From an optimization exercise on the open Yosys and OpenROAD flow, aimed at small area and a short achievable clock period; shortcuts taken in it are not production practice.
The RTL was checked by simulation tests, not by an equivalence proof against the original design.

### flow/design.v
module mdio_engine (
    input  wire        clk,
    input  wire        rst,           
    input  wire        req_valid,
    input  wire        req_write,     
    input  wire [4:0]  req_phy,
    input  wire [4:0]  req_reg,
    input  wire [15:0] req_wdata,
    input  wire [31:0] tick_freq,     
    input  wire [31:0] now,           
    input  wire        mdio_i,
    output reg         mdc,
    output wire        mdio_o,
    output reg         mdio_oe,
    output reg         resp_valid,
    output wire [1:0]  resp_status,
    output wire [15:0] resp_rdata,
    output reg         rej_valid
);
    localparam [16:0] D          = 17'd78125;
    localparam [15:0] RETRY_SEED = 16'hFFFF;    
    localparam [15:0] RETRY_LAST = 16'h7FFF;    
    reg         busy;
    reg         start;        
    reg  [5:0]  cnt;          
    reg         op_write;
    reg  [25:0] sh;           
    reg         smp;          
    reg  [31:0] t0;
    reg  [15:0] retry;        
    reg  [6:0]  dv_q;         
    reg  [16:0] dv_r;         
    reg  [2:0]  dv_f;         
    reg         dv_c;
    reg         timeout;
    assign resp_status = {1'b0, timeout};
    assign resp_rdata  = sh[15:0];
    function automatic [17:0] dv_stage(input [17:0] t);
        reg [17:0] g, p;        
        reg [17:0] gg, pp;
        reg [18:0] bw;
        integer j, l, s;
        begin
            for (j = 0; j < 18; j = j + 1) begin
                if (j < 17 && D[j]) begin g[j] = ~t[j]; p[j] = 1'b1;  end
                else                begin g[j] = 1'b0;  p[j] = ~t[j]; end
            end
            gg = g; pp = p;
            for (l = 0; l < 5; l = l + 1) begin
                s = 1 << l;
                for (j = 17; j >= 0; j = j - 1) begin
                    if (((j >> l) & 1) == 1) begin
                        gg[j] = gg[j] | (pp[j] & gg[((j >> l) << l) - 1]);
                        pp[j] = pp[j] & pp[((j >> l) << l) - 1];
                    end
                end
            end
            bw[0] = 1'b0;
            for (j = 0; j < 18; j = j + 1) bw[j+1] = gg[j];
            dv_stage[17] = ~bw[18];
            for (j = 0; j < 17; j = j + 1)
                dv_stage[j] = t[j] ^ (~bw[18] & (D[j] ^ bw[j]));
        end
    endfunction
    wire        first = busy & start & ~mdc & (&cnt);
    wire [17:0] ac1 = dv_stage({1'b0, tick_freq[31:16], tick_freq[15]});
    wire [17:0] ac2 = dv_stage({ac1[16:0], tick_freq[14]});
    wire [16:0] st_r0 = start ? t0[16:0]  : dv_r;
    wire [2:0]  st_bp = start ? t0[24:22] : dv_f;
    wire [17:0] st1 = dv_stage({st_r0,     st_bp[2]});
    wire [17:0] st2 = dv_stage({st1[16:0], st_bp[1]});
    wire [17:0] st3 = dv_stage({st2[16:0], st_bp[0]});
    wire [17:0] st4 = dv_stage({st3[16:0], t0[21]});
    wire [17:0] st5 = dv_stage({st4[16:0], t0[20]});
    wire [9:0]  q = {dv_q, st1[17], st2[17], st3[17]};
    wire [17:0] t_last = {st2[16:0], dv_f[0]};
    wire        e = ((t_last == 18'd0) | (t_last == {1'b0, D})) & ~dv_c;
    wire [9:0]  el     = now[9:0] - t0[9:0];
    wire        b10    = now[9:0] < t0[9:0];
    wire [21:0] a_hi   = now[31:10];
    wire [21:0] b_hi   = ~t0[31:10];
    wire        eq0    = (now[31:10] == t0[31:10]);
    wire [21:0] eq1_v  = (a_hi ^ b_hi) ~^ {a_hi[20:0] | b_hi[20:0], 1'b0};
    wire        eq1    = &eq1_v;
    wire        hi_zero = b10 ? eq1 : eq0;
    wire        lo_ge  = (el > q) | (e & (el == q));
    wire        half_done = ~hi_zero | lo_ge;
    wire        last_cell = &cnt;
    wire [4:0]  k = cnt[4:0];
    reg         line_o;
    always @(*) begin
        if (!cnt[5])
            line_o = 1'b1;
        else case (k)
            5'd0:  line_o = 1'b0;
            5'd1:  line_o = 1'b1;
            5'd2:  line_o = ~op_write;
            5'd3:  line_o = op_write;
            5'd14: line_o = 1'b1;
            5'd15: line_o = 1'b0;
            default: line_o = sh[25];
        endcase
    end
    assign mdio_o = line_o;
    wire [5:0]  cnt_n  = cnt + 6'd1;
    wire        oe_n   = ~(~op_write & cnt_n[5] & (cnt_n[4:0] >= 5'd14));
    wire        sh_out = cnt[5] & (((k >= 5'd4) & (k <= 5'd13)) |
                                   (op_write & (k >= 5'd16) & (k != 5'd31)));
    wire        sh_in  = ~op_write & cnt[5] & (k >= 5'd16);
    always @(posedge clk) begin
        smp       <= mdio_i;
        rej_valid <= ~rst & req_valid & busy;
        if (rst) begin
            busy       <= 1'b0;
            mdc        <= 1'b0;
            mdio_oe    <= 1'b0;
            resp_valid <= 1'b0;
        end else begin
            resp_valid <= 1'b0;
            if (!busy) begin
                if (req_valid) begin
                    busy     <= 1'b1;
                    start    <= 1'b1;
                    op_write <= req_write;
                    sh       <= {req_phy, req_reg, req_wdata};
                    cnt      <= 6'h3F;
                    t0       <= {4'd0, ac1[17], ac2[17],
                                 (|tick_freq[5:0]) | ~(|tick_freq[31:6]),
                                 tick_freq[13:6], ac2[16:0]};
                end
            end else if (start) begin
                start <= 1'b0;
                t0    <= now;
                if (!mdc) begin
                    cnt     <= cnt_n;
                    mdio_oe <= oe_n;
                    if (sh_out)
                        sh <= {sh[24:0], smp};
                end else if (sh_in) begin
                    sh <= {sh[24:0], smp};
                end
                if (first) begin
                    dv_q <= {t0[27:26], st1[17], st2[17], st3[17], st4[17], st5[17]};
                    dv_r <= st5[16:0];
                    dv_f <= t0[19:17];
                    dv_c <= t0[25];
                end
            end else if (half_done) begin
                start <= 1'b1;
                mdc   <= ~mdc;
                if (mdc && last_cell) begin
                    busy       <= 1'b0;
                    mdio_oe    <= 1'b0;
                    resp_valid <= 1'b1;
                    timeout    <= 1'b0;
                end
            end else if (retry == RETRY_LAST) begin
                busy       <= 1'b0;
                mdc        <= 1'b0;
                mdio_oe    <= 1'b0;
                resp_valid <= 1'b1;
                timeout    <= 1'b1;
            end
        end
    end
    always @(posedge clk)
        retry <= start ? RETRY_SEED
                       : {retry[14:0], retry[15] ^ retry[13] ^ retry[12] ^ retry[10]};
endmodule
### flow/flow/run.sh
#!/bin/bash
# Own layout flow: the standard flow (standard synthesis, floorplan, power
# grid, placement, CTS, routing, unchanged SDC) with two settings added:
#  - the port buffers that global placement inserts are buf_1 cells;
#  - the timing-repair passes aim for SETUP_SLACK_MARGIN ns of setup slack,
#    so that the resizer also works on paths that already meet 20 ns.
# make's full output goes to make_finish.log here; ORFS keeps each step's
# own log under orfs/logs/.
set -euo pipefail
W=$(pwd)
MARGIN=${OWN_SETUP_MARGIN:-12.5}
cp config.mk config_own.mk
cat >> config_own.mk <<EOC
export SETUP_SLACK_MARGIN = $MARGIN
export BUFFER_PORTS_ARGS = -buffer_cell sky130_fd_sc_hd__buf_1
EOC
python3 - "$W" <<'EOP'
import sys
w = sys.argv[1]
s = open(w + "/standard.sh").read()
a = w + "/config.mk"
assert a in s, "standard.sh does not name config.mk"
open(w + "/standard_own.sh", "w").write(s.replace(a, w + "/config_own.mk"))
EOP
if ! bash standard_own.sh finish > make_finish.log 2>&1; then
    tail -50 make_finish.log
    exit 1
fi
tail -5 make_finish.log
### flow/standard.sh
#!/bin/bash
# synth_recipe.tcl (not shown) runs the flow's synth.tcl, then flattens the netlist and writes it again
# the make line also repeats each setting of config.mk as NAME=value (left out here)
make -C /OpenROAD-flow-scripts/flow DESIGN_CONFIG=/design/flow/config.mk WORK_HOME=/design/flow/orfs CLKGATE_MAP_FILE= SYNTH_SCRIPT=/design/flow/synth_recipe.tcl "${@:-finish}"
### flow/config.mk
export PLATFORM = sky130hd
export DESIGN_NAME = mdio_engine
export DESIGN_NICKNAME = mdio_engine
export VERILOG_FILES = /design/flow/design.v
export SDC_FILE = /design/flow/constraint.sdc
export NUM_CORES = 4
export LEC_CHECK = 0
export ABC_AREA = 1
export CAP_MARGIN = 20
export CORE_MARGIN = 2
export CORE_UTILIZATION = 40
export PLACE_DENSITY = 0.6
export SLEW_MARGIN = 20
### flow/constraint.sdc
create_clock -name core_clock -period 20.0 [get_ports {clk}]
set_input_delay 4.0000 -clock core_clock [delete_from_list [all_inputs] [get_ports {clk}]]
set_output_delay 4.0000 -clock core_clock [all_outputs]
set_load 0.01 [all_outputs]
==> results of run 1 <==
-- area by class of cell --
type | instances | area [um2]
fillers | 2329 | 11800
multi-input cells | 944 | 5250
flip-flops and latches | 117 | 3290
inverters | 172 | 651
repair buffers | 136 | 616
clock buffers | 19 | 443
well taps | 285 | 357
clock inverters | 13 | 134
repair inverters | 1 | 6.26
-- worst max-delay path, delay by kind of cell --
kind	cells	cell delay, ns
xor+xnor	1	0.14
fa+ha+maj	2	0.61
compound gates	8	1.04
simple gates	9	1.06
buf+inv	4	0.52
-- registers in the layout, summed over array words and instances, names as in the netlist, 3 cells and up --
| name | flops |
|---|---|
| t0 | 32 |
| dv_r | 17 |
| dv_q | 7 |
| retry | 16 |
| cnt | 6 |
| sh | 26 |
| dv_f | 3 |
-- cells in the mapped netlist, drive strengths merged --
cell type	n	area share, %
o21ai	66	3.7
mux2i	1	0.11
o2111ai	1	0.096
a32oi	1	0.096
a31oi	7	0.48
fa	1	0.22
ha	54	7.4
xnor2	19	1.9
a211oi	4	0.33
nand3	97	5.5
inv	171	7.0
o41ai	2	0.19
nor2	70	3.0
o22ai	3	0.20
nor4	8	0.55
o21bai	3	0.25
nand4	22	1.6
a2111oi	2	0.19
a221oi	2	0.19
o31ai	2	0.16
edfxtp	95	31
o31a	1	0.096
buf	35	2.8
nand3b	6	0.49
o211a	2	0.22
o221ai	1	0.096
a21oi	31	1.7
nor3	16	0.87
or4	1	0.082
clkbuf	14	0.57
conb	1	0.041
nand2	465	19
dfxtp	22	4.8
or2	21	1.4
clkinv	1	0.041
xor2	31	3.1
-- cells in the final DEF, fill, tap and decap left out, types with 6 or more instances in the layout --
master	count
inv_1	161
nor4_1	8
buf_1	115
nand4_1	21
inv_2	9
clkinvlp_4	6
nand2_2	18
dfxtp_1	21
nand2_1	439
nor2_1	60
a21oi_1	28
ha_1	48
or2_2	18
xor2_1	27
o21ai_1	8
nand3_1	91
edfxtp_1	95
nand3b_1	6
buf_4	17
nor2_2	9
nand2_4	8
clkbuf_16	17
nor3_1	14
a31oi_1	6
xnor2_1	17
o21ai_0	54
-- how the worst max path moves through the flow --
| stage | start | end | slack (ns) | cells past startpoint |
|---|---|---|---|---|
| 2_1_floorplan | tick_freq[15] | t0[1]$_DFFE_PP_ | 12.59 | 30 |
| 3_3_place_gp | start$_SDFFCE_PN1P_ | dv_r[1]$_DFFE_PP_ | 11.67 | 47 |
| 3_5_place_dp | start$_SDFFCE_PN1P_ | dv_r[1]$_DFFE_PP_ | 11.59 | 47 |
| 4_1_cts | start$_SDFFCE_PN1P_ | dv_r[1]$_DFFE_PP_ | 12.53 | 48 |
| 5_1_grt | tick_freq[16] | t0[13]$_DFFE_PP_ | 12.44 | 31 |
| 6_report | now[2] | timeout$_DFFE_PP_ | 12.76 | 24 |
-- routing by layer --
layer / routed length, um / share of wire, % / track usage, %
met1: 11000 / 45 / 25.6
met2: 12200 / 50 / 35.8
met3: 883 / 3.6 / 3.62
met4: 417 / 1.7 / 6.12
met5: 0 / 0 / 0
-- kinds of logic after synthesis --
group,Yosys count,share of synthesized area (%)
adder cells (fa/ha/maj),55,7.59
other,1,0.0409
AO/OA/AOI/OAI,128,7.98
flip-flops,117,35.9
multiplexers,1,0.109
AND/OR/NAND/NOR,706,32.9
XOR/XNOR,50,5.03
buffers and inverters,221,10.4
-- per-stage QoR --
stage | utilization [%] | instances
after floorplan | - | 1279
after global placement | 43.0 | 1637
after detailed placement | 43.0 | 1637
after CTS | 45.9 | 1673
after global routing | 47.6 | 1687
final | 47.6 | 1687
-- repair_timing --
action,in CTS,in global routing
cloned,2,2
gates resized for setup,17,53
pin swaps,1,13
setup buffers,2,12
endpoints found under the setup margin,26,40
==> run_results.csv, run 1 <==
group,metric,value,unit
sta,drv_slew,0,
yosys,synth.net_count,1429,
sta,rsz0062_at_grt,"no",
yosys,synth_area_per_cell,7.16,um2
drt,drt_iter0_drc,521,
critical_path,cp_data_arrival_time,7.36,ns
drt,antenna_left,0,
critical_path,r2r-start,"start$_SDFFCE_PN1P_",
layout,antennaDiodeCount,0,
layout,drive_above_1_share,10.8,%
placement,gp_congestion,0.893,
run,maxCapViolCount,0,
hold_path,min_from,"retry[4]$_SDFF_PP1_",
layout,syn2layout_area_growth,17.4,%
drt,wire_per_inst,14.6,um
die,ios,118,
drt,via_per_inst,4.98,
cts,cts_hold_buf,0,
cts,clk_root_buffer_cell,"clkbuf_16",
yosys,synth_seq_cells,117,
cts,clkSinkCount,117,
cts,cts_tree,"yes",
critical_path,crit_path_max_fanout,3,
grt,grt_max_degree,66,
layout,fin_area,10800,um2
critical_path,crit_required,20.13,ns
grt,grt_pass1_wl,38900,um
die,die_w,155,um
sta,hold_ws,0.425,ns
critical_path,endpoint_kind,"flip-flop",
yosys,synth_area,9160,um2
critical_path,r2r_cells,42,
yosys,synth.distinct_cells,51,
grt,gr-total-overflow,0,
cts,cts_inserted_buffers,17,
cts,cts.htree.levels,4,
sta,fin_crit,7.24,ns
cts,clk_pin_slew_worst_paths,0.05,ns
grt,antenna_found_initial,0,
hold_path,hold-path-endpoint,"retry[5]$_SDFF_PP1_",
critical_path,path_common_cell,"nand2_1",
drt,drc_errors,0,
die,start_util,40.6,%
hold_path,hold_path_depth,2,
placement,pre_cts_slack,11.59,ns
sta,setup_ws,12.76,ns
sta,slew_headroom,28.2,%
sta,tightest_slew,1.07,ns
critical_path,r2r_slack,13.07,ns
drt,wirelength,24600,um
sta,hold_viol_final,0,
run_status,status,"no timing/DRC/antenna violations",
die,dieArea,24100,um2
yosys,synth_sequential_area_ratio,35.9,%
die,design.core.area,22600,um2
yosys,yosysWarnings,1,
layout,fin_nets,1539,
sta,clock-skew-final,0.00988,ns
yosys,netlist_instances,1279,
placement,portBuffers,116,
drt,vias,8404,
critical_path,cp_cell_sequence,"buf_1 -> ha_4 -> inv_1 -> o21bai_2 -> a21oi_1 -> o21ai_2 -> a21oi_1 -> o21bai_1 -> nand2_1 -> nand2_1 -> a21oi_1 -> xor2_1 -> ha_1 -> nand2_1 -> nor3_2 -> nand4_1 -> nand2_1 -> o211a_1 -> nand2_2 -> buf_4 -> o21ai_0 -> nand2_1 -> buf_4 -> nor2_1",
die,fp.dieH,155,um
critical_path,max_stage_delay,0.31,ns
cts,clkLatencyLatePin,0.42,ns
critical_path,timing.rr.end,"dv_r[14]$_DFFE_PP_",
hold_path,hp-class,"flip-flop to flip-flop",
grt,first_global_vias,7890,
sta,tns,0,ns
placement,post_dp_cell_area,9700,um2
critical_path,path_class,"input port to flip-flop",
grt,grt_use_total,20.4,%
critical_path,slowest_stage,"ha_4",
sta,finalSetupViolations,0,
die,rows,55,
placement,dpl.hpwl,18900,um
critical_path,crit_path_start_kind,"input port",
sta,fmax,138,MHz
drt,dr.pass1.iters,5,
sta,finalCritPeriodShare,36.2,%
cts,clock_path_buffers,2,
==> run 2: changes to the inputs <==
--- a/flow/flow/run.sh
+++ b/flow/flow/run.sh
@@ -4,14 +4,17 @@
 #  - the port buffers that global placement inserts are buf_1 cells;
 #  - the timing-repair passes aim for SETUP_SLACK_MARGIN ns of setup slack,
-#    so that the resizer also works on paths that already meet 20 ns.
+#    so that the resizer also works on paths that already meet 20 ns;
+#  - clock tree synthesis builds the tree from clkbuf_4 / clkbuf_8 cells and
+#    adds no dummy loads.
 # make's full output goes to make_finish.log here; ORFS keeps each step's
 # own log under orfs/logs/.
 set -euo pipefail
 W=$(pwd)
-MARGIN=${OWN_SETUP_MARGIN:-12.5}
+MARGIN=${OWN_SETUP_MARGIN:-13}
 cp config.mk config_own.mk
 cat >> config_own.mk <<EOC
 export SETUP_SLACK_MARGIN = $MARGIN
 export BUFFER_PORTS_ARGS = -buffer_cell sky130_fd_sc_hd__buf_1
+export CTS_ARGS = -sink_clustering_enable -repair_clock_nets -buf_list "sky130_fd_sc_hd__clkbuf_4 sky130_fd_sc_hd__clkbuf_8" -dont_use_dummy_load
 EOC
 python3 - "$W" <<'EOP'
==> run 2 against run 1 <==
- wire length is 4.7% higher
- critical endpoint is now mdio_oe$_SDFFE_PP0P_
- sequential share of layout area fell by 0.41 points
- clock-buffer cell count shrank 2
- cell area up 1.4%
- worst hold slack better by 0.0049 ns
- critical path depth up 2
- setup slack better by 0.32 ns
==> run_results.csv, run 2 <==
group,metric,value,unit
die,rows,55,
grt,grt_use_total,20.7,%
critical_path,r2r_cells,46,
cts,cts_tree,"yes",
layout,drive_above_1_share,15.7,%
yosys,synth_top_area_share,31.1,%
yosys,synth.area.top_cells,"edfxtp_1, nand2_1, ha_1",
placement,post_dp_cell_area,9740,um2
cts,cts_hold_buf,0,
sta,fin_crit,6.92,ns
cts,clkSinkCount,117,
cts,cts_inserted_buffers,17,
yosys,synth_seq_cells,117,
placement,portBuffers,116,
sta,fmax,145,MHz
yosys,yosysMostFrequentCell,"nand2_1",
drt,via_per_inst,5.08,
critical_path,path_class,"input port to flip-flop",
sta,tightest_slew,0.869,ns
hold_path,hold_path_depth,1,
sta,tns,0,ns
sta,clock-skew-final,0.0244,ns
placement,dpl.hpwl,19000,um
die,design.core.area,22600,um2
yosys,synth_sequential_area_ratio,35.9,%
die,start_util,40.6,%
layout,layout_commonest_cell,"nand2_1",
die,fp.dieH,155,um
layout,fin_area,10900,um2
yosys,synth_ff_type,"edfxtp_1",
cts,clock_path_buffers,2,
drt,antenna_left,0,
cts,cts.htree.levels,4,
drt,dr.pass1.iters,5,
sta,drv_slew,0,
cts,clkLatencyLatePin,0.46,ns
layout,layout_common_cells,"nand2_1, inv_1, buf_1",
sta,rsz0062_at_grt,"yes",
yosys,yosysTopAreaCell,"edfxtp_1",
yosys,synth.net_count,1429,
layout,antennaDiodeCount,0,
drt,drc_errors,0,
cts,clk_root_buffer_cell,"clkbuf_8",
yosys,netlist_instances,1279,
sta,hold_ws,0.430,ns
die,die_w,155,um
run_status,status,"no timing/DRC/antenna violations",
yosys,synth_area_per_cell,7.16,um2
yosys,ys_async_sr_fraction,0,%
sta,finalSetupViolations,0,
drt,drt_iter0_drc,576,
yosys,synth.distinct_cells,51,
grt,gr-total-overflow,0,
hold_path,hold-path-endpoint,"retry[15]$_SDFF_PP1_",
grt,antenna_found_initial,0,
drt,wire_per_inst,15.2,um
drt,wirelength,25700,um
layout,regMostFlops,"t0",
die,ios,118,
die,dieArea,24100,um2
critical_path,crit_required,20.35,ns
critical_path,crit_path_start_kind,"input port",
placement,gp_congestion,0.872,
critical_path,r2r_slack,13.31,ns
sta,finalCritPeriodShare,34.6,%
critical_path,crit_path_max_fanout,3,
grt,grt_max_degree,64,
hold_path,hp-class,"flip-flop to flip-flop",
yosys,synth_commonest_cells,"nand2_1, inv_1, edfxtp_1, nand3_1, nor2_1",
drt,vias,8627,
layout,top_regs,"t0 (32), sh (26), dv_r (17)",
critical_path,r2r-start,"start$_SDFFCE_PN1P_",
layout,fin_nets,1564,
yosys,synth_area,9160,um2
grt,grt_pass1_wl,39300,um
grt,first_global_vias,7856,
critical_path,cp_data_arrival_time,7.27,ns
cts,clk_pin_slew_worst_paths,0.06,ns
yosys,yosysWarnings,1,
yosys,synth_edf_count,95,
layout,largest_reg_flops,32,
hold_path,min_from,"retry[14]$_SDFF_PP1_",
sta,hold_viol_final,0,
run,maxCapViolCount,0,
sta,slew_headroom,41.5,%
critical_path,timing.rr.end,"dv_r[1]$_DFFE_PP_",
layout,syn2layout_area_growth,19.0,%
critical_path,endpoint_kind,"flip-flop",
[run 2: cell counts after synthesis]
Identical to the previous run, type by type.
[run 2: worst max-delay path, cell delays in order]
cell and delay [ns]:
buf_8 0.10, ha_4 0.26, inv_2 0.04, o21bai_1 0.19, a21oi_1 0.11, o21ai_1 0.17, a21oi_1 0.09, o21bai_1 0.18
buf_4 0.14, buf_4 0.10, xnor2_2 0.09, inv_1 0.07, ha_4 0.22, nand2_1 0.05, inv_1 0.05, a221oi_2 0.21
o21ai_1 0.14, nand2_1 0.09, o211a_1 0.16, nand2_2 0.08, buf_6 0.14, o21ai_4 0.05, nand2_2 0.09, a21oi_2 0.16
nor2_1 0.06, a211oi_1 0.21
[run 2: how the worst max path moves through the flow]
stage / start / to / slack [ns] / cells past startpoint
after floorplan: tick_freq[15] / t0[1]$_DFFE_PP_ / 12.99 / 31
after global placement: start$_SDFFCE_PN1P_ / dv_r[1]$_DFFE_PP_ / 11.21 / 45
after detailed placement: start$_SDFFCE_PN1P_ / dv_r[1]$_DFFE_PP_ / 10.91 / 45
after CTS: tick_freq[16] / t0[11]$_DFFE_PP_ / 13.01 / 33
after global routing: now[2] / mdio_oe$_SDFFE_PP0P_ / 12.85 / 25
final: now[2] / mdio_oe$_SDFFE_PP0P_ / 13.08 / 26
[run 2: stage by stage]
step | worst slack (ns) | utilization, % | instances
floorplan | 12.99 | - | 1279
global placement | 11.21 | 43.1 | 1636
detailed placement | 10.91 | 43.1 | 1636
CTS | 13.01 | 45.7 | 1671
global route | 12.85 | 48.3 | 1697
finish | 13.08 | 48.3 | 1697
[run 2: timing repair]
item / 4_1_cts / 5_1_grt
setup endpoints to repair: 38 / 42
resized for setup: 37 / 109
setup buffers: 15 / 24
pin swaps: 13 / 51
gates cloned: 3 / 2
[run 2: logic make-up after synthesis]
group                    Yosys count  share of synthesized area [%]
AO/OA/AOI/OAI                    128                           7.98
XOR/XNOR                          50                           5.03
adder cells (fa/ha/maj)           55                           7.59
buffers and inverters            221                           10.4
flip-flops                       117                           35.9
multiplexers                       1                          0.109
other                              1                         0.0409
AND/OR/NAND/NOR                  706                           32.9
[run 2: layer usage]
| layer | track usage, % | vias up | part of all wire, % |
|---|---|---|---|
| met3 | 3.37 | 44 | 4.3 |
| met2 | 34.8 | 215 | 48 |
| li1 | - | 4407 | - |
| met1 | 27.2 | 3961 | 45 |
| met4 | 6.99 | 0 | 2.7 |
| met5 | 0 | - | 0 |
[run 2: layout make-up]
| class | instances | area [um2] |
|---|---|---|
| repair inverters | 1 | 6.26 |
| well taps | 285 | 357 |
| clock buffers | 17 | 234 |
| flip-flops and latches | 117 | 3290 |
| multi-input cells | 945 | 5530 |
| fillers | 2296 | 11700 |
| inverters | 172 | 656 |
| repair buffers | 160 | 820 |
==> run 3: changes to the inputs <==
--- a/flow/design.v
+++ b/flow/design.v
@@ -29,7 +29,8 @@
     reg  [31:0] t0;
     reg  [15:0] retry;        
-    reg  [6:0]  dv_q;         
+    localparam integer M = 4;
+    reg  [9-M:0] dv_q;        
     reg  [16:0] dv_r;         
-    reg  [2:0]  dv_f;         
+    reg  [M-1:0] dv_f;        
     reg         dv_c;
     reg         timeout;
@@ -64,18 +65,62 @@
     endfunction
     wire        first = busy & start & ~mdc & (&cnt);
-    wire [17:0] ac1 = dv_stage({1'b0, tick_freq[31:16], tick_freq[15]});
-    wire [17:0] ac2 = dv_stage({ac1[16:0], tick_freq[14]});
-    wire [16:0] st_r0 = start ? t0[16:0]  : dv_r;
-    wire [2:0]  st_bp = start ? t0[24:22] : dv_f;
-    wire [17:0] st1 = dv_stage({st_r0,     st_bp[2]});
-    wire [17:0] st2 = dv_stage({st1[16:0], st_bp[1]});
-    wire [17:0] st3 = dv_stage({st2[16:0], st_bp[0]});
-    wire [17:0] st4 = dv_stage({st3[16:0], t0[21]});
-    wire [17:0] st5 = dv_stage({st4[16:0], t0[20]});
-    wire [9:0]  q = {dv_q, st1[17], st2[17], st3[17]};
-    wire [17:0] t_last = {st2[16:0], dv_f[0]};
-    wire        e = ((t_last == 18'd0) | (t_last == {1'b0, D})) & ~dv_c;
-    wire [9:0]  el     = now[9:0] - t0[9:0];
-    wire        b10    = now[9:0] < t0[9:0];
+    function automatic [19:0] psub(input [18:0] a, input [18:0] b);
+        reg [18:0] gg, pp;
+        integer j, l;
+        begin
+            for (j = 0; j < 19; j = j + 1) begin
+                gg[j] = ~a[j] & b[j];
+                pp[j] = ~(a[j] ^ b[j]);
+            end
+            for (l = 0; l < 5; l = l + 1)
+                for (j = 18; j >= 0; j = j - 1)
+                    if (((j >> l) & 1) == 1) begin
+                        gg[j] = gg[j] | (pp[j] & gg[((j >> l) << l) - 1]);
+                        pp[j] = pp[j] & pp[((j >> l) << l) - 1];
+                    end
+            psub[19] = gg[18];
+            psub[0]  = a[0] ^ b[0];
+            for (j = 1; j < 19; j = j + 1)
+                psub[j] = a[j] ^ b[j] ^ gg[j-1];
+        end
+    endfunction
+    wire [18:0] ac_x = {1'b0, tick_freq[31:14]};
+    wire [19:0] ac_1 = psub(ac_x, {2'b0, D});
+    wire [19:0] ac_2 = psub(ac_x, {1'b0, D, 1'b0});
+    wire [19:0] ac_3 = psub(ac_x, {2'b0, D} + {1'b0, D, 1'b0});
+    wire [1:0]  ac_q = ~ac_3[19] ? 2'd3 : ~ac_2[19] ? 2'd2 : ~ac_1[19] ? 2'd1 : 2'd0;
+    wire [16:0] ac_r = ~ac_3[19] ? ac_3[16:0] : ~ac_2[19] ? ac_2[16:0] :
+                       ~ac_1[19] ? ac_1[16:0] : ac_x[16:0];
+    reg  [16:0] t0_r;
+    reg  [17:0] t0_s;
+    reg  [7-M:0] t0_q;
+    integer si;
+    always @(*) begin
+        t0_r = dv_r;
+        for (si = 7 - M; si >= 0; si = si - 1) begin
+            t0_s     = dv_stage({t0_r, dv_q[si]});
+            t0_q[si] = t0_s[17];
+            t0_r     = t0_s[16:0];
+        end
+    end
+    function automatic ge_c(input [16+M:0] a, input [16+M:0] b, input cin);
+        reg bw;
+        integer j;
+        begin
+            bw = ~cin;
+            for (j = 0; j <= 16 + M; j = j + 1)
+                bw = (~a[j] & b[j]) | (~(a[j] ^ b[j]) & bw);
+            ge_c = ~bw;
+        end
+    endfunction
+    wire [16+M:0] rem = {dv_r, dv_f};
+    reg  [(1<<M)-1:0] th;
+    integer ki;
+    always @(*)
+        for (ki = 0; ki < (1 << M); ki = ki + 1)
+            th[ki] = ge_c(rem, ki * D, dv_c);
+    wire [19:0] el_d   = psub({9'd0, now[9:0]}, {9'd0, t0[9:0]});
+    wire [9:0]  el     = el_d[9:0];
+    wire        b10    = el_d[19];
     wire [21:0] a_hi   = now[31:10];
     wire [21:0] b_hi   = ~t0[31:10];
@@ -84,5 +129,7 @@
     wire        eq1    = &eq1_v;
     wire        hi_zero = b10 ? eq1 : eq0;
-    wire        lo_ge  = (el > q) | (e & (el == q));
+    wire [9-M:0] el_h  = el[9:M];
+    wire [M-1:0] el_l  = el[M-1:0];
+    wire        lo_ge  = (el_h > dv_q) | ((el_h == dv_q) & ~th[el_l]);
     wire        half_done = ~hi_zero | lo_ge;
     wire        last_cell = &cnt;
@@ -125,7 +172,8 @@
                     sh       <= {req_phy, req_reg, req_wdata};
                     cnt      <= 6'h3F;
-                    t0       <= {4'd0, ac1[17], ac2[17],
-                                 (|tick_freq[5:0]) | ~(|tick_freq[31:6]),
-                                 tick_freq[13:6], ac2[16:0]};
+                    dv_q     <= {ac_q, tick_freq[13:6+M]};
+                    dv_r     <= ac_r;
+                    dv_f     <= tick_freq[5+M:6];
+                    dv_c     <= (|tick_freq[5:0]) | ~(|tick_freq[31:6]);
                 end
             end else if (start) begin
@@ -141,8 +189,6 @@
                 end
                 if (first) begin
-                    dv_q <= {t0[27:26], st1[17], st2[17], st3[17], st4[17], st5[17]};
-                    dv_r <= st5[16:0];
-                    dv_f <= t0[19:17];
-                    dv_c <= t0[25];
+                    dv_q <= {dv_q[9-M:8-M], t0_q};
+                    dv_r <= t0_r;
                 end
             end else if (half_done) begin
==> run 3 against run 2 <==
- final cell count is 0.82% higher
- first-iteration DRC count fell by 6.8%
- synthesized area grew 4.5%
- non-clock buffer count fell by 30
- largest cell class unchanged
==> run_results.csv, run 3 <==
group,metric,value,unit
yosys,synth_edf_count,95,
critical_path,crit_path_max_fanout,4,
cts,cts_hold_buf,0,
yosys,synth_ff_type,"edfxtp_1",
die,dieArea,25200,um2
sta,tns,0,ns
yosys,synth_sequential_area_ratio,34.4,%
critical_path,crit_required,20.34,ns
grt,antenna_found_initial,0,
sta,hold_ws,0.417,ns
sta,drv_slew,0,
die,start_util,40.8,%
grt,met3_usage,3.87,%
yosys,synth_seq_cells,117,
grt,grt_pass1_wl,40800,um
sta,finalCritPeriodShare,34.1,%
die,fp.dieH,159,um
drt,wire_per_inst,14.4,um
run_status,status,"no timing/DRC/antenna violations",
critical_path,endpoint_kind,"flip-flop",
cts,clock_path_buffers,2,
die,design.core.area,23500,um2
yosys,synth.distinct_cells,58,
grt,grt-busiest-layer,"met2",
yosys,synth.area.top_cells,"edfxtp_1, nand2_1, ha_1",
die,die_w,159,um
critical_path,cp_data_arrival_time,7.16,ns
placement,portBuffers,116,
die,rows,56,
yosys,synth_area_per_cell,7.37,um2
critical_path,r2r_slack,13.57,ns
yosys,yosysWarnings,1,
drt,drt_iter0_drc,537,
layout,syn2layout_area_growth,10.1,%
grt,use_met2,31.0,%
sta,fin_crit,6.82,ns
sta,hold_viol_final,0,
layout,top_regs,"t0 (32), sh (26), dv_r (17)",
grt,grt_use_total,19.7,%
hold_path,hold_path_depth,2,
yosys,synth_area,9580,um2
hold_path,hold-path-endpoint,"retry[9]$_SDFF_PP1_",
drt,drc_errors,0,
sta,fmax,147,MHz
yosys,ys_async_sr_fraction,0,%
drt,vias,8763,
placement,dpl.hpwl,19400,um
cts,cts_tree,"yes",
placement,gp_congestion,0.879,
cts,clk_pin_slew_worst_paths,0.08,ns
yosys,yosysTopAreaCell,"edfxtp_1",
layout,drive_above_1_share,9.99,%
drt,antenna_left,0,
critical_path,path_class,"input port to flip-flop",
yosys,synth_top_area_share,29.8,%
yosys,synth_commonest_cells,"nand2_1, inv_1, nand3_1, edfxtp_1, nor2_1",
layout,layout_commonest_cell,"nand2_1",
layout,regMostFlops,"t0",
drt,wirelength,24700,um
critical_path,timing.rr.end,"dv_r[1]$_DFFE_PP_",
sta,rsz0062_at_grt,"yes",
sta,tightest_slew,1.08,ns
critical_path,r2r-start,"dv_r[6]$_DFFE_PP_",
yosys,netlist_instances,1299,
grt,grt_util_met1,27.3,%
cts,clkLatencyLatePin,0.44,ns
grt,gr-total-overflow,0,
run,maxCapViolCount,0,
die,ios,118,
critical_path,crit_path_start_kind,"input port",
sta,slew_headroom,27.5,%
layout,antennaDiodeCount,0,
cts,clkSinkCount,117,
cts,cts_inserted_buffers,17,
critical_path,r2r_cells,39,
grt,first_global_vias,8272,
cts,clk_root_buffer_cell,"clkbuf_8",
yosys,synth.net_count,1455,
sta,clock-skew-final,0.0368,ns
drt,dr.pass1.iters,7,
hold_path,min_from,"retry[8]$_SDFF_PP1_",
grt,grt_max_degree,56,
sta,finalSetupViolations,0,
layout,largest_reg_flops,32,
layout,fin_nets,1550,
hold_path,hp-class,"flip-flop to flip-flop",
cts,cts.htree.levels,4,
yosys,yosysMostFrequentCell,"nand2_1",
layout,final_util,44.9,%
layout,layout_common_cells,"nand2_1, inv_1, buf_1",
drt,via_per_inst,5.12,
-- run 3: cell types whose count changed in the layout (fill, tap and decap cells not counted), sizes merged, moves of 9 or more --
cell	delta
a21oi	+12
nand2	-71
nor2	+32
xnor2	-9
o211ai	+12
buf	-31
nand3	+14
-- run 3: how the worst max path moves through the flow --
| stage | end | start | depth (start not counted) | slack, ns |
|---|---|---|---|---|
| after global routing | dv_r[7]$_DFFE_PP_ | tick_freq[15] | 25 | 12.96 |
| after floorplan | mdio_oe$_SDFFE_PP0P_ | now[0] | 24 | 12.98 |
| after CTS | dv_r[7]$_DFFE_PP_ | tick_freq[15] | 25 | 13.05 |
| final | mdio_oe$_SDFFE_PP0P_ | now[0] | 25 | 13.18 |
| after global placement | dv_r[7]$_DFFE_PP_ | tick_freq[15] | 25 | 12.44 |
| after detailed placement | dv_r[7]$_DFFE_PP_ | tick_freq[15] | 25 | 12.42 |
-- run 3: per-layer routing --
layer,routed length (um),share of wire (%)
met4,351,1.4
met2,11100,45
met3,1430,5.8
met1,11800,48
met5,0,0
-- run 3: kinds of logic after synthesis --
kind of cell               after synthesis  share of synthesized area, %
buffers and inverters                  227                          10.6
DFF                                    117                          34.4
and+or+nand+nor                        699                          33.3
xor gates and xnor gates                33                          3.10
adders and majority gates               61                          8.28
AOI/OAI and AO/OA                      161                          10.2
other                                    1                        0.0392
-- run 3: area by class of cell --
| cell class | count | area, um2 |
|---|---|---|
| fill | 2412 | 12900 |
| inverter | 173 | 666 |
| clock buffer | 17 | 234 |
| timing repair buffer | 130 | 546 |
| tap | 319 | 399 |
| multi-input combinational | 955 | 5400 |
| sequential | 117 | 3290 |
-- run 3: through the flow --
stage / setup WS [ns] / instances / instance area (um2)
2_1_floorplan: 12.98 / 1299 / 9620
3_3_place_gp: 12.44 / 1683 / 10100
3_5_place_dp: 12.42 / 1684 / 10100
4_1_cts: 13.05 / 1701 / 10400
5_1_grt: 12.96 / 1711 / 10500
6_report: 13.18 / 1711 / 10500
-- run 3: repair_timing --
action / 4_1_cts / 5_1_grt
resized for setup: 2 / 19
hold endpoints to repair: 0 / 0
pin swaps: 0 / 3
setup endpoints to repair: 5 / 18
setup buffers: 0 / 10
-- run 3: worst max-delay path, cell delays in order --
cell and delay, ns:
clkbuf_2 0.10, inv_2 0.04, ha_4 0.15, fa_2 0.35, nand3_2 0.07, nand2_2 0.07, nand3_2 0.07, nand2_2 0.06
a21o_1 0.17, a21o_1 0.18, fa_2 0.33, xnor2_1 0.13, ha_1 0.30, nand2_1 0.08, nor2_1 0.04, a211oi_1 0.17
nand2_1 0.10, nand2_2 0.09, nand2_1 0.05, inv_1 0.09, o2111ai_2 0.13, nand3_2 0.15, nand2_2 0.06, o21ai_1 0.12
a21oi_1 0.05
==> run 4: changes to the inputs <==
--- a/flow/design.v
+++ b/flow/design.v
@@ -12,5 +12,5 @@
     output reg         mdc,
     output wire        mdio_o,
-    output reg         mdio_oe,
+    output wire        mdio_oe,
     output reg         resp_valid,
     output wire [1:0]  resp_status,
@@ -34,6 +34,5 @@
     reg  [M-1:0] dv_f;        
     reg         dv_c;
-    reg         timeout;
-    assign resp_status = {1'b0, timeout};
+    assign resp_status = {1'b0, ~start};
     assign resp_rdata  = sh[15:0];
     function automatic [17:0] dv_stage(input [17:0] t);
@@ -150,6 +149,6 @@
     end
     assign mdio_o = line_o;
+    assign mdio_oe = busy & ~first & ~(~op_write & cnt[5] & (k >= 5'd14));
     wire [5:0]  cnt_n  = cnt + 6'd1;
-    wire        oe_n   = ~(~op_write & cnt_n[5] & (cnt_n[4:0] >= 5'd14));
     wire        sh_out = cnt[5] & (((k >= 5'd4) & (k <= 5'd13)) |
                                    (op_write & (k >= 5'd16) & (k != 5'd31)));
@@ -161,5 +160,4 @@
             busy       <= 1'b0;
             mdc        <= 1'b0;
-            mdio_oe    <= 1'b0;
             resp_valid <= 1'b0;
         end else begin
@@ -182,5 +180,4 @@
                 if (!mdc) begin
                     cnt     <= cnt_n;
-                    mdio_oe <= oe_n;
                     if (sh_out)
                         sh <= {sh[24:0], smp};
@@ -197,14 +194,10 @@
                 if (mdc && last_cell) begin
                     busy       <= 1'b0;
-                    mdio_oe    <= 1'b0;
                     resp_valid <= 1'b1;
-                    timeout    <= 1'b0;
                 end
             end else if (retry == RETRY_LAST) begin
                 busy       <= 1'b0;
                 mdc        <= 1'b0;
-                mdio_oe    <= 1'b0;
                 resp_valid <= 1'b1;
-                timeout    <= 1'b1;
             end
         end
--- a/flow/flow/run.sh
+++ b/flow/flow/run.sh
@@ -1,5 +1,9 @@
 #!/bin/bash
-# Own layout flow: the standard flow (standard synthesis, floorplan, power
-# grid, placement, CTS, routing, unchanged SDC) with two settings added:
+# Own layout flow: the standard flow (floorplan, power grid, placement,
+# CTS, routing, unchanged SDC) with these settings added:
+#  - synthesis is the standard synthesis script without its adder
+#    extraction step (ADDER_MAP_FILE empty): extract_fa runs before ABC and
+#    only changes how the combinational logic is mapped; the registers,
+#    their names and their cells are those of the standard synthesis;
 #  - the port buffers that global placement inserts are buf_1 cells;
 #  - the timing-repair passes aim for SETUP_SLACK_MARGIN ns of setup slack,
@@ -11,8 +15,9 @@
 set -euo pipefail
 W=$(pwd)
-MARGIN=${OWN_SETUP_MARGIN:-13}
+MARGIN=13
 cp config.mk config_own.mk
 cat >> config_own.mk <<EOC
 export SETUP_SLACK_MARGIN = $MARGIN
+export ADDER_MAP_FILE =
 export BUFFER_PORTS_ARGS = -buffer_cell sky130_fd_sc_hd__buf_1
 export CTS_ARGS = -sink_clustering_enable -repair_clock_nets -buf_list "sky130_fd_sc_hd__clkbuf_4 sky130_fd_sc_hd__clkbuf_8" -dont_use_dummy_load
==> run 4 against run 3 <==
- setup slack got worse by 0.0089 ns
- highest routed layer unchanged
- synthesized cell count increased by 1.7%
- core utilization decreased by 0.19 points
- largest cell class unchanged
- critical endpoint is now mdc$_SDFFE_PP0P_
==> run_results.csv, run 4 <==
group,metric,value,unit
run_status,status,"no timing/DRC/antenna violations",
sta,fin_crit,6.83,ns
yosys,synth_area_per_cell,6.94,um2
sta,rsz0062_at_grt,"no",
layout,layout_commonest_cell,"nand2_1",
layout,fin_area,10100,um2
yosys,synth.area.top_cells,"edfxtp_1, nand2_1, inv_1",
die,dieArea,24100,um2
placement,portBuffers,116,
grt,grt_use_total,20.6,%
yosys,yosysTopAreaCell,"edfxtp_1",
sta,hold_viol_final,0,
grt,grt_max_degree,71,
sta,finalCritPeriodShare,34.2,%
cts,clkSinkCount,115,
sta,tightest_slew,0.922,ns
yosys,netlist_instances,1321,
critical_path,timing.rr.end,"dv_r[9]$_DFFE_PP_",
critical_path,crit_path_start_kind,"input port",
drt,wirelength,24500,um
critical_path,max_stage_delay,0.26,ns
layout,antennaDiodeCount,0,
grt,grt_pass1_wl,39900,um
hold_path,hp-class,"flip-flop to flip-flop",
yosys,ys_async_sr_fraction,0,%
placement,gp_congestion,0.926,
yosys,synth_sequential_area_ratio,35.4,%
die,fp.dieH,155,um
die,ios,118,
placement,post_dp_cell_area,9670,um2
yosys,synth.distinct_cells,61,
sta,slew_headroom,38.4,%
layout,fin_nets,1516,
layout,largest_reg_flops,32,
hold_path,min_from,"retry[8]$_SDFF_PP1_",
yosys,synth_seq_cells,115,
critical_path,r2r_slack,14.68,ns
drt,dr.pass1.iters,5,
critical_path,endpoint_kind,"flip-flop",
drt,via_per_inst,5.09,
critical_path,slowest_stage,"or2_4",
yosys,synth_area,9170,um2
drt,wire_per_inst,14.4,um
grt,first_global_vias,8029,
layout,regMostFlops,"t0",
sta,clock-skew-final,0.0381,ns
run,maxCapViolCount,0,
critical_path,cp_data_arrival_time,7.14,ns
sta,tns,0,ns
critical_path,r2r_cells,38,
yosys,yosysMostFrequentCell,"nand2_1",
layout,layout_common_cells,"nand2_1, inv_1, nor2_1",
placement,dpl.hpwl,18800,um
drt,drc_errors,0,
cts,cts.htree.levels,4,
layout,syn2layout_area_growth,10.1,%
hold_path,hold_path_depth,1,
sta,fmax,146,MHz
cts,cts_tree,"yes",
sta,finalSetupViolations,0,
drt,vias,8681,
die,start_util,40.6,%
drt,drt_iter0_drc,589,
yosys,synth_ff_type,"edfxtp_1",
yosys,synth.net_count,1416,
critical_path,path_common_cell,"nand2_2",
hold_path,hold-path-endpoint,"retry[9]$_SDFF_PP1_",
yosys,synth_commonest_cells,"nand2_1, inv_1, nor2_1, edfxtp_1, nand3_1",
cts,clk_root_buffer_cell,"clkbuf_8",
cts,cts_inserted_buffers,17,
die,design.core.area,22600,um2
critical_path,crit_required,20.31,ns
die,die_w,155,um
layout,drive_above_1_share,11.7,%
cts,clkLatencyLatePin,0.45,ns
layout,top_regs,"t0 (32), sh (26), dv_r (17)",
yosys,synth_edf_count,94,
yosys,synth_top_area_share,30.8,%
die,rows,55,
cts,clk_pin_slew_worst_paths,0.09,ns
grt,antenna_found_initial,0,
sta,drv_slew,0,
critical_path,r2r-start,"dv_r[10]$_DFFE_PP_",
critical_path,crit_path_max_fanout,4,
drt,antenna_left,0,
yosys,yosysWarnings,1,
critical_path,path_class,"input port to flip-flop",
grt,gr-total-overflow,0,
cts,clock_path_buffers,2,
[run 4: cell count changes in the layout (fill, tap and decap cells not counted), sizes merged, moves of 7 or more]
cell,previous run,this run
inv,170,188
xnor2,10,17
nand3b,12,2
a31oi,5,12
nand2,398,422
or2,13,25
nor2,102,130
ha,57,0
a21oi,43,54
nand3,111,104
[run 4: per-stage QoR]
stage	cells	hold WS, ns	setup WS [ns]	util [%]
CTS	1693	0.421	13.01	43.9
finish	1704	0.421	13.17	44.7
global placement	1675	0.418	12.64	42.8
detailed placement	1675	0.428	12.48	42.8
global route	1704	0.445	12.91	44.7
floorplan	1321	0.400	13.00	-
[run 4: cells by family after synthesis]
group	Yosys count	share of synthesized area, %
AO/OA/AOI/OAI	188	12.4
AND/OR/NAND/NOR	731	35.8
buffers and inverters	243	11.7
other	1	0.0409
flip-flops	115	35.4
XOR/XNOR	43	4.60
[run 4: per-layer routing]
layer  share of wire, %  wire (um)  track usage, %  vias up
met5                  0          0               0        -
met4                1.4        333            5.11        0
met1                 49      12000            29.0     3858
met2                 44      10700            32.2      288
met3                6.0       1470            4.46       36
li1                   -          -               -     4499
[run 4: cell type report]
| type | instances | area (um2) |
|---|---|---|
| flip-flops and latches | 115 | 3240 |
| well taps | 285 | 357 |
| fillers | 2369 | 12500 |
| multi-input cells | 963 | 4970 |
| inverters | 191 | 726 |
| clock buffers | 17 | 234 |
| repair buffers | 133 | 566 |
[run 4: what timing repair did]
item,CTS,global route
pin swaps,1,14
setup buffers,1,11
endpoints found under the setup margin,3,10
gates resized for setup,1,27
hold buffers,0,0
[run 4: worst max-delay path by stage]
stage,from,end,slack [ns],cells past startpoint
finish,now[1],mdc$_SDFFE_PP0P_,13.17,29
global route,now[1],busy$_SDFF_PP0_,12.91,30
CTS,now[1],busy$_SDFF_PP0_,13.01,29
detailed placement,tick_freq[16],dv_r[14]$_DFFE_PP_,12.48,23
global placement,now[1],busy$_SDFF_PP0_,12.64,29
floorplan,now[1],busy$_SDFF_PP0_,13.00,28
[run 4: worst max-delay path: cells and delay by family]
family | cells | cell delay (ns)
and+or+nand+nor | 16 | 1.75
xor gates and xnor gates | 1 | 0.19
AOI/OAI and AO/OA | 9 | 0.85
buffers and inverters | 3 | 0.33
==> run 5: changes to the inputs <==
--- a/flow/design.v
+++ b/flow/design.v
@@ -119,7 +119,5 @@
         for (ki = 0; ki < (1 << M); ki = ki + 1)
             th[ki] = ge_c(rem, ki * D, dv_c);
-    wire [19:0] el_d   = psub({9'd0, now[9:0]}, {9'd0, t0[9:0]});
-    wire [9:0]  el     = el_d[9:0];
-    wire        b10    = el_d[19];
+    wire        b10    = now[9:0] < t0[9:0];
     wire [21:0] a_hi   = now[31:10];
     wire [21:0] b_hi   = ~t0[31:10];
@@ -128,7 +126,18 @@
     wire        eq1    = &eq1_v;
     wire        hi_zero = b10 ? eq1 : eq0;
-    wire [9-M:0] el_h  = el[9:M];
-    wire [M-1:0] el_l  = el[M-1:0];
-    wire        lo_ge  = (el_h > dv_q) | ((el_h == dv_q) & ~th[el_l]);
+    reg  [M:0]  h;                  
+    integer hb, hm;
+    always @(*) begin
+        h = {M+1{1'b0}};
+        h[M] = th[(1 << M) - 1];
+        for (hb = 0; hb < M; hb = hb + 1)
+            for (hm = 0; hm < (1 << (M - 1 - hb)); hm = hm + 1)
+                h[hb] = h[hb] | (th[(2*hm + 1) * (1 << hb) - 1] &
+                                 ~th[(2*hm + 2) * (1 << hb) - 1]);
+    end
+    wire [10:0] k_0    = {1'b0, t0[9:0]} + {1'b0, dv_q, {M{1'b0}}};
+    wire [10:0] k_t    = k_0 + {{(10-M){1'b0}}, h};
+    wire        c1     = now[9:0] >= k_t[9:0];
+    wire        lo_ge  = b10 ? (~k_t[10] | c1) : (~k_t[10] & c1);
     wire        half_done = ~hi_zero | lo_ge;
     wire        last_cell = &cnt;
@@ -155,5 +164,4 @@
     wire        sh_in  = ~op_write & cnt[5] & (k >= 5'd16);
     always @(posedge clk) begin
-        smp       <= mdio_i;
         rej_valid <= ~rst & req_valid & busy;
         if (rst) begin
@@ -164,41 +172,48 @@
             resp_valid <= 1'b0;
             if (!busy) begin
-                if (req_valid) begin
-                    busy     <= 1'b1;
-                    start    <= 1'b1;
-                    op_write <= req_write;
-                    sh       <= {req_phy, req_reg, req_wdata};
-                    cnt      <= 6'h3F;
-                    dv_q     <= {ac_q, tick_freq[13:6+M]};
-                    dv_r     <= ac_r;
-                    dv_f     <= tick_freq[5+M:6];
-                    dv_c     <= (|tick_freq[5:0]) | ~(|tick_freq[31:6]);
-                end
-            end else if (start) begin
-                start <= 1'b0;
-                t0    <= now;
-                if (!mdc) begin
-                    cnt     <= cnt_n;
-                    if (sh_out)
-                        sh <= {sh[24:0], smp};
-                end else if (sh_in) begin
-                    sh <= {sh[24:0], smp};
-                end
-                if (first) begin
-                    dv_q <= {dv_q[9-M:8-M], t0_q};
-                    dv_r <= t0_r;
-                end
-            end else if (half_done) begin
-                start <= 1'b1;
-                mdc   <= ~mdc;
-                if (mdc && last_cell) begin
+                if (req_valid)
+                    busy <= 1'b1;
+            end else if (!start) begin
+                if (half_done) begin
+                    mdc <= ~mdc;
+                    if (mdc && last_cell) begin
+                        busy       <= 1'b0;
+                        resp_valid <= 1'b1;
+                    end
+                end else if (retry == RETRY_LAST) begin
                     busy       <= 1'b0;
+                    mdc        <= 1'b0;
                     resp_valid <= 1'b1;
                 end
-            end else if (retry == RETRY_LAST) begin
-                busy       <= 1'b0;
-                mdc        <= 1'b0;
-                resp_valid <= 1'b1;
-            end
+            end
+        end
+    end
+    always @(posedge clk) begin
+        smp <= mdio_i;
+        if (!busy) begin
+            start    <= 1'b1;
+            op_write <= req_write;
+            sh       <= {req_phy, req_reg, req_wdata};
+            cnt      <= 6'h3F;
+            dv_q     <= {ac_q, tick_freq[13:6+M]};
+            dv_r     <= ac_r;
+            dv_f     <= tick_freq[5+M:6];
+            dv_c     <= (|tick_freq[5:0]) | ~(|tick_freq[31:6]);
+        end else if (start) begin
+            start <= 1'b0;
+            t0    <= now;
+            if (!mdc) begin
+                cnt <= cnt_n;
+                if (sh_out)
+                    sh <= {sh[24:0], smp};
+            end else if (sh_in) begin
+                sh <= {sh[24:0], smp};
+            end
+            if (first) begin
+                dv_q <= {dv_q[9-M:8-M], t0_q};
+                dv_r <= t0_r;
+            end
+        end else if (half_done) begin
+            start <= 1'b1;
         end
     end
--- a/flow/flow/run.sh
+++ b/flow/flow/run.sh
@@ -15,5 +15,5 @@
 set -euo pipefail
 W=$(pwd)
-MARGIN=13
+MARGIN=13.5
 cp config.mk config_own.mk
 cat >> config_own.mk <<EOC
==> run 5 against run 4 <==
- still clean on timing, DRC and antenna
- critical path depth shrank 7
- core utilization shrank 0.27 points
- final cell count grew 8.0%
- worst hold slack is essentially flat
- critical path type unchanged
==> run_results.csv, run 5 <==
group,metric,value,unit
run_status,status,"no timing/DRC/antenna violations",
drt,wirelength,25100,um
layout,regMostFlops,"t0",
sta,clock-skew-final,0.0322,ns
drt,drt_iter0_drc,626,
placement,place_inst,1806,
drt,dr.pass1.iters,6,
layout,largest_reg_flops,32,
grt,use_met2,33.3,%
sta,finalSetupViolations,0,
critical_path,cp_data_arrival_time,6.49,ns
sta,hold_viol_final,0,
layout,finalNonFillerCells,1840,
layout,top_regs,"t0 (32), sh (26), dv_r (17)",
critical_path,cp_cell_sequence,"buf_2 -> nor2_1 -> nor2_1 -> inv_1 -> nor2_2 -> nor2_1 -> nor2_1 -> nor2_1 -> nand2_1 -> a21oi_1 -> inv_1 -> nor2_2 -> a21boi_2 -> a21oi_2 -> o21ai_2 -> clkinv_2 -> buf_6 -> or2_2 -> nand2_1 -> xor2_1 -> a22oi_1 -> nand2_1",
yosys,ys_async_sr_fraction,0,%
cts,clk_pin_slew_worst_paths,0.08,ns
die,design.core.area,23300,um2
grt,grt-busiest-layer,"met2",
yosys,yosysTopAreaCell,"edfxtp_1",
sta,tightest_slew,0.961,ns
cts,clkSinkCount,115,
layout,syn2layout_area_growth,10.2,%
sta,finalCritPeriodShare,31.6,%
yosys,synth_area,9380,um2
sta,rsz0062_at_grt,"yes",
die,rows,56,
critical_path,max_stage_delay,0.29,ns
grt,grt_max_degree,64,
die,ios,118,
grt,gr-total-overflow,0,
cts,cts_hold_buf,0,
cts,clkLatencyLatePin,0.44,ns
cts,cts.htree.levels,4,
critical_path,slowest_stage,"or2_2",
yosys,yosysWarnings,1,
cts,clock_path_buffers,2,
sta,fmax,158,MHz
yosys,synth_sequential_area_ratio,33.8,%
die,die_w,157,um
yosys,synth.net_count,1514,
cts,clk_root_buffer_cell,"clkbuf_8",
hold_path,hp-class,"flip-flop to flip-flop",
yosys,synth_ff_type,"edfxtp_1",
die,dieArea,24700,um2
critical_path,crit_path_start_kind,"input port",
placement,portBuffers,116,
yosys,synth_area_per_cell,6.61,um2
sta,drv_slew,0,
yosys,yosysMostFrequentCell,"nand2_1",
yosys,synth_seq_cells,115,
drt,via_per_inst,4.96,
yosys,netlist_instances,1419,
layout,drive_above_1_share,8.88,%
yosys,synth_commonest_cells,"nand2_1, inv_1, nor2_1, nand3_1, edfxtp_1",
critical_path,endpoint_kind,"flip-flop",
grt,antenna_found_initial,1,
drt,drc_errors,0,
drt,vias,9127,
critical_path,crit_required,20.18,ns
critical_path,critPathBufInv,5,
cts,cts_inserted_buffers,17,
critical_path,crit_path_max_fanout,11,
sta,slew_headroom,35.9,%
sta,setup_ws,13.69,ns
sta,fin_crit,6.31,ns
yosys,synth.area.top_cells,"edfxtp_1, nand2_1, inv_1",
run,maxCapViolCount,0,
grt,met3_usage,4.07,%
grt,grt_util_met1,27.4,%
drt,antenna_left,0,
die,fp.dieH,157,um
sta,tns,0,ns
critical_path,path_class,"input port to flip-flop",
grt,grt_use_total,20.5,%
critical_path,path_common_cell,"nor2_1",
grt,first_global_vias,8351,
layout,layout_commonest_cell,"nand2_1",
placement,pre_cts_slack,12.59,ns
grt,grt_pass1_wl,40400,um
yosys,synth.distinct_cells,59,
yosys,synth_top_area_share,27.9,%
die,start_util,40.3,%
cts,cts_tree,"yes",
placement,dpl.hpwl,19500,um
critical_path,cp_top_family,"simple AND/OR/NAND/NOR gates",
layout,layout_common_cells,"nand2_1, inv_1, nand3_1",
layout,fin_nets,1617,
placement,gp_congestion,0.918,
drt,wire_per_inst,13.6,um
yosys,synth_edf_count,87,
run 5: kinds of logic (layout without fill, tap and decap cells):
logic type,Yosys count,count (layout),synth area share [%]
simple gates,841,842,39.2
buf+inv,251,351,11.6
compound gates,155,155,9.81
flops,115,115,33.8
xor+xnor,55,55,5.38
fa+ha+maj,1,1,0.107
other cells,1,2,0.0400
run 5: repair_timing:
item,4_1_cts,5_1_grt
cloned,1,0
setup buffers,3,12
resized for setup,7,26
pin swaps,0,9
setup endpoints to repair,19,17
run 5: worst reg2reg max path: cells and delay by family (launching register included):
family | cells | cell delay (ns)
AOI/OAI and AO/OA | 1 | 0.12
and+or+nand+nor | 35 | 4.02
DFF | 1 | 0.58
buffers and inverters | 4 | 0.33
run 5: worst paths after layout:
kind,startpoint,slack [ns],cells after the start,end
max,tick_freq[15],13.69,22,dv_r[14]$_DFFE_PP_
min,retry[3]$_SDFF_PP1_,0.42,2,retry[4]$_SDFF_PP1_
max reg2reg,dv_r[13]$_DFFE_PP_,14.71,40,dv_r[14]$_DFFE_PP_
min reg2reg,retry[3]$_SDFF_PP1_,0.42,2,retry[4]$_SDFF_PP1_
run 5: per-layer routing:
| metal | vias up | part of all wire (%) | wire (um) |
|---|---|---|---|
| met4 | 0 | 2.1 | 515 |
| met1 | 4062 | 48 | 12000 |
| met3 | 40 | 5.1 | 1270 |
| met2 | 252 | 45 | 11300 |
| li1 | 4773 | - | - |
| met5 | - | 0 | 0 |
run 5: area by class of cell:
cell class                      instances  area (um2)
Fill cell                            2527       12900
Multi-Input combinational cell       1054        5190
Sequential cell                       115        3180
Inverter                              200         757
Timing Repair Buffer                  134         579
Tap cell                              319         399
Clock buffer                           17         234
Antenna cell                            1        2.50
run 5: through the flow:
stage               cell area, um2  utilization (%)  hold slack (ns)
floorplan                     9380                -            0.400
global placement              9900             42.6            0.407
detailed placement            9900             42.6            0.411
CTS                          10200             43.8            0.429
global route                 10300             44.4            0.446
finish                       10300             44.4            0.421
==> run 6: changes to the inputs <==
--- a/flow/design.v
+++ b/flow/design.v
@@ -29,5 +29,5 @@
     reg  [31:0] t0;
     reg  [15:0] retry;        
-    localparam integer M = 4;
+    localparam integer M = 5;
     reg  [9-M:0] dv_q;        
     reg  [16:0] dv_r;         
@@ -64,38 +64,12 @@
     endfunction
     wire        first = busy & start & ~mdc & (&cnt);
-    function automatic [19:0] psub(input [18:0] a, input [18:0] b);
-        reg [18:0] gg, pp;
-        integer j, l;
-        begin
-            for (j = 0; j < 19; j = j + 1) begin
-                gg[j] = ~a[j] & b[j];
-                pp[j] = ~(a[j] ^ b[j]);
-            end
-            for (l = 0; l < 5; l = l + 1)
-                for (j = 18; j >= 0; j = j - 1)
-                    if (((j >> l) & 1) == 1) begin
-                        gg[j] = gg[j] | (pp[j] & gg[((j >> l) << l) - 1]);
-                        pp[j] = pp[j] & pp[((j >> l) << l) - 1];
-                    end
-            psub[19] = gg[18];
-            psub[0]  = a[0] ^ b[0];
-            for (j = 1; j < 19; j = j + 1)
-                psub[j] = a[j] ^ b[j] ^ gg[j-1];
-        end
-    endfunction
-    wire [18:0] ac_x = {1'b0, tick_freq[31:14]};
-    wire [19:0] ac_1 = psub(ac_x, {2'b0, D});
-    wire [19:0] ac_2 = psub(ac_x, {1'b0, D, 1'b0});
-    wire [19:0] ac_3 = psub(ac_x, {2'b0, D} + {1'b0, D, 1'b0});
-    wire [1:0]  ac_q = ~ac_3[19] ? 2'd3 : ~ac_2[19] ? 2'd2 : ~ac_1[19] ? 2'd1 : 2'd0;
-    wire [16:0] ac_r = ~ac_3[19] ? ac_3[16:0] : ~ac_2[19] ? ac_2[16:0] :
-                       ~ac_1[19] ? ac_1[16:0] : ac_x[16:0];
+    wire [17:0] ac = dv_stage({1'b0, tick_freq[31:16], tick_freq[15]});
     reg  [16:0] t0_r;
     reg  [17:0] t0_s;
-    reg  [7-M:0] t0_q;
+    reg  [8-M:0] t0_q;
     integer si;
     always @(*) begin
         t0_r = dv_r;
-        for (si = 7 - M; si >= 0; si = si - 1) begin
+        for (si = 8 - M; si >= 0; si = si - 1) begin
             t0_s     = dv_stage({t0_r, dv_q[si]});
             t0_q[si] = t0_s[17];
@@ -196,6 +170,6 @@
             sh       <= {req_phy, req_reg, req_wdata};
             cnt      <= 6'h3F;
-            dv_q     <= {ac_q, tick_freq[13:6+M]};
-            dv_r     <= ac_r;
+            dv_q     <= {ac[17], tick_freq[14:6+M]};
+            dv_r     <= ac[16:0];
             dv_f     <= tick_freq[5+M:6];
             dv_c     <= (|tick_freq[5:0]) | ~(|tick_freq[31:6]);
@@ -211,5 +185,5 @@
             end
             if (first) begin
-                dv_q <= {dv_q[9-M:8-M], t0_q};
+                dv_q <= {dv_q[9-M], t0_q};
                 dv_r <= t0_r;
             end
--- a/flow/flow/run.sh
+++ b/flow/flow/run.sh
@@ -15,5 +15,5 @@
 set -euo pipefail
 W=$(pwd)
-MARGIN=13.5
+MARGIN=14
 cp config.mk config_own.mk
 cat >> config_own.mk <<EOC
==> run 6 against run 5 <==
- still clean on timing, DRC and antenna
- die area grew 5.8%
- clock skew down 0.00065 ns
- clock-buffer cell count did not move
- sequential cell count unchanged
- setup slack improved by 0.45 ns
- non-clock buffer count rose by 3
- synthesized cell count up 10%
- fmax up 7.7%
- critical path type is now flip-flop to output port
- critical endpoint is now mdio_oe
- largest cell class unchanged
- highest routed layer unchanged
==> run_results.csv, run 6 <==
group,metric,value,unit
yosys,synth_area_per_cell,6.36,um2
placement,pre_cts_slack,13.37,ns
layout,layout_commonest_cell,"nand2_1",
drt,antenna_left,0,
drt,drc_errors,0,
sta,hold_ws,0.427,ns
yosys,synth.net_count,1657,
critical_path,cp_data_arrival_time,1.86,ns
critical_path,crit_path_start_kind,"flip-flop",
placement,post_dp_cell_area,10500,um2
yosys,synth.area.top_cells,"edfxtp_1, nand2_1, nand3_1",
drt,vias,10017,
layout,finalNonFillerCells,1987,
critical_path,crit_required,16.00,ns
die,ios,118,
sta,finalSetupViolations,0,
placement,place_inst,1953,
placement,dpl.hpwl,22400,um
layout,layout_common_cells,"nand2_1, inv_1, nand3_1",
yosys,synth_area,9940,um2
cts,clk_root_buffer_cell,"clkbuf_8",
sta,hold_viol_final,0,
layout,final_util,44.8,%
layout,antennaDiodeCount,0,
yosys,synth_ff_type,"edfxtp_1",
drt,dr.pass1.iters,5,
layout,fin_area,10900,um2
drt,via_per_inst,5.04,
die,design.core.area,24400,um2
cts,cts_inserted_buffers,17,
layout,syn2layout_area_growth,9.85,%
critical_path,path_class,"flip-flop to output port",
yosys,yosysTopAreaCell,"edfxtp_1",
yosys,synth_compound_area_share,9.56,%
layout,largest_reg_flops,32,
cts,clock_path_buffers,2,
hold_path,hp-class,"flip-flop to flip-flop",
layout,drive_above_1_share,8.24,%
yosys,synth.area.mux_share,0,%
sta,drv_slew,0,
sta,slew_headroom,34.6,%
sta,setup_ws,14.14,ns
yosys,netlist_instances,1562,
grt,first_global_vias,9325,
run_status,status,"no timing/DRC/antenna violations",
yosys,synth_top_family_by_area,"simple AND/OR/NAND/NOR gates",
sta,tns,0,ns
sta,tightest_slew,0.979,ns
yosys,synth_simple_gate_area_share,42.3,%
yosys,yosysWarnings,1,
cts,clkSinkCount,115,
drt,wirelength,28900,um
grt,grt_use_total,21.9,%
yosys,synth_edf_count,87,
sta,fin_crit,5.86,ns
layout,regMostFlops,"t0",
layout,fin_nets,1760,
yosys,synth.distinct_cells,55,
die,dieArea,26100,um2
cts,clkLatencyLatePin,0.44,ns
yosys,synth_seq_cells,115,
sta,clock-skew-final,0.0316,ns
grt,gr-total-overflow,0,
die,start_util,40.8,%
sta,rsz0062_at_grt,"no",
critical_path,crit_path_max_fanout,11,
cts,cts_hold_buf,0,
[run 6: repair_timing]
item,CTS,global route
setup endpoints to repair,5,19
pin swaps,0,2
gates cloned,0,1
gates resized for setup,5,16
buffers inserted,0,16
[run 6: layout make-up]
class,count,share of cell area (%)
repair buffers,137,5.76
flip-flops and latches,115,29.1
multi-input cells,1180,51.9
clock buffers,17,2.14
inverters,214,7.42
well taps,324,3.71
[run 6: final timing paths]
kind         slack, ns  depth (start not counted)                start                   to
min reg2reg       0.43                          2  retry[7]$_SDFF_PP1_  retry[8]$_SDFF_PP1_
max reg2reg      14.60                         36    dv_r[9]$_DFFE_PP_   dv_r[12]$_DFFE_PP_
max              14.14                          9  cnt[1]$_SDFFE_PN1P_              mdio_oe
min               0.43                          2  retry[7]$_SDFF_PP1_  retry[8]$_SDFF_PP1_
[run 6: cell families (layout without fill, tap and decap cells)]
logic type / after synthesis / count (layout)
buffers and inverters: 267 / 368
AND/OR/NAND/NOR: 967 / 967
other: 1 / 1
XOR/XNOR: 51 / 51
AO/OA/AOI/OAI: 161 / 161
flip-flops: 115 / 115
[run 6: critical path: stages (launching register included)]
cell and delay [ns]:
dfxtp_2 0.38, nand2_1 0.06, nor2_1 0.09, inv_1 0.09, nor2_2 0.12, nand3_2 0.12
o21ai_4 0.20, buf_12 0.17, a31oi_1 0.05, buf_1 0.15
[run 6: metal layers]
layer  wire, um  global-route usage (%)  vias to the layer above
met3       1480                    3.47                       54
met4        763                    7.88                        0
met1      13400                    29.2                     4454
met5          0                       0                        -
met2      13300                    36.2                      286
li1           -                       -                     5223

==> static timing again, ports no longer ideal <==
The flow's constraints put no driver on any port. The routed layouts listed below were extracted and timed again, unchanged, in two steps. Step 1 assumes that a clkbuf_16 drives the clock port and a buf_2 every other input. Step 2 also shifts input and output timing later by t, the mid clock arrival at the registers, as if the neighbouring blocks saw the same clock. a / b / c = no drivers / after step 1 / after step 2; a / b = the first two.
| run | t (ns) | setup WS [ns] | pins driven straight from the clock port |
|---|---|---|---|
| run 1 | 0.452 | 12.763 / 12.782 / 12.331 | 1 |
| run 2 | 0.479 | 13.080 / 13.077 / 12.599 | 1 |
| run 3 | 0.460 | 13.177 / 13.194 / 12.734 | 1 |
| run 4 | 0.471 | 13.169 / 13.185 / 12.714 | 1 |
| run 5 | 0.465 | 13.689 / 13.692 / 13.227 | 1 |
| run 6 | 0.464 | 14.140 / 14.097 / 13.776 | 1 |
After both steps setup and hold are still met in every run listed. The setup slack of run 2, which loses most, moves by -0.003 ns with the drivers and by -0.481 ns with both steps.
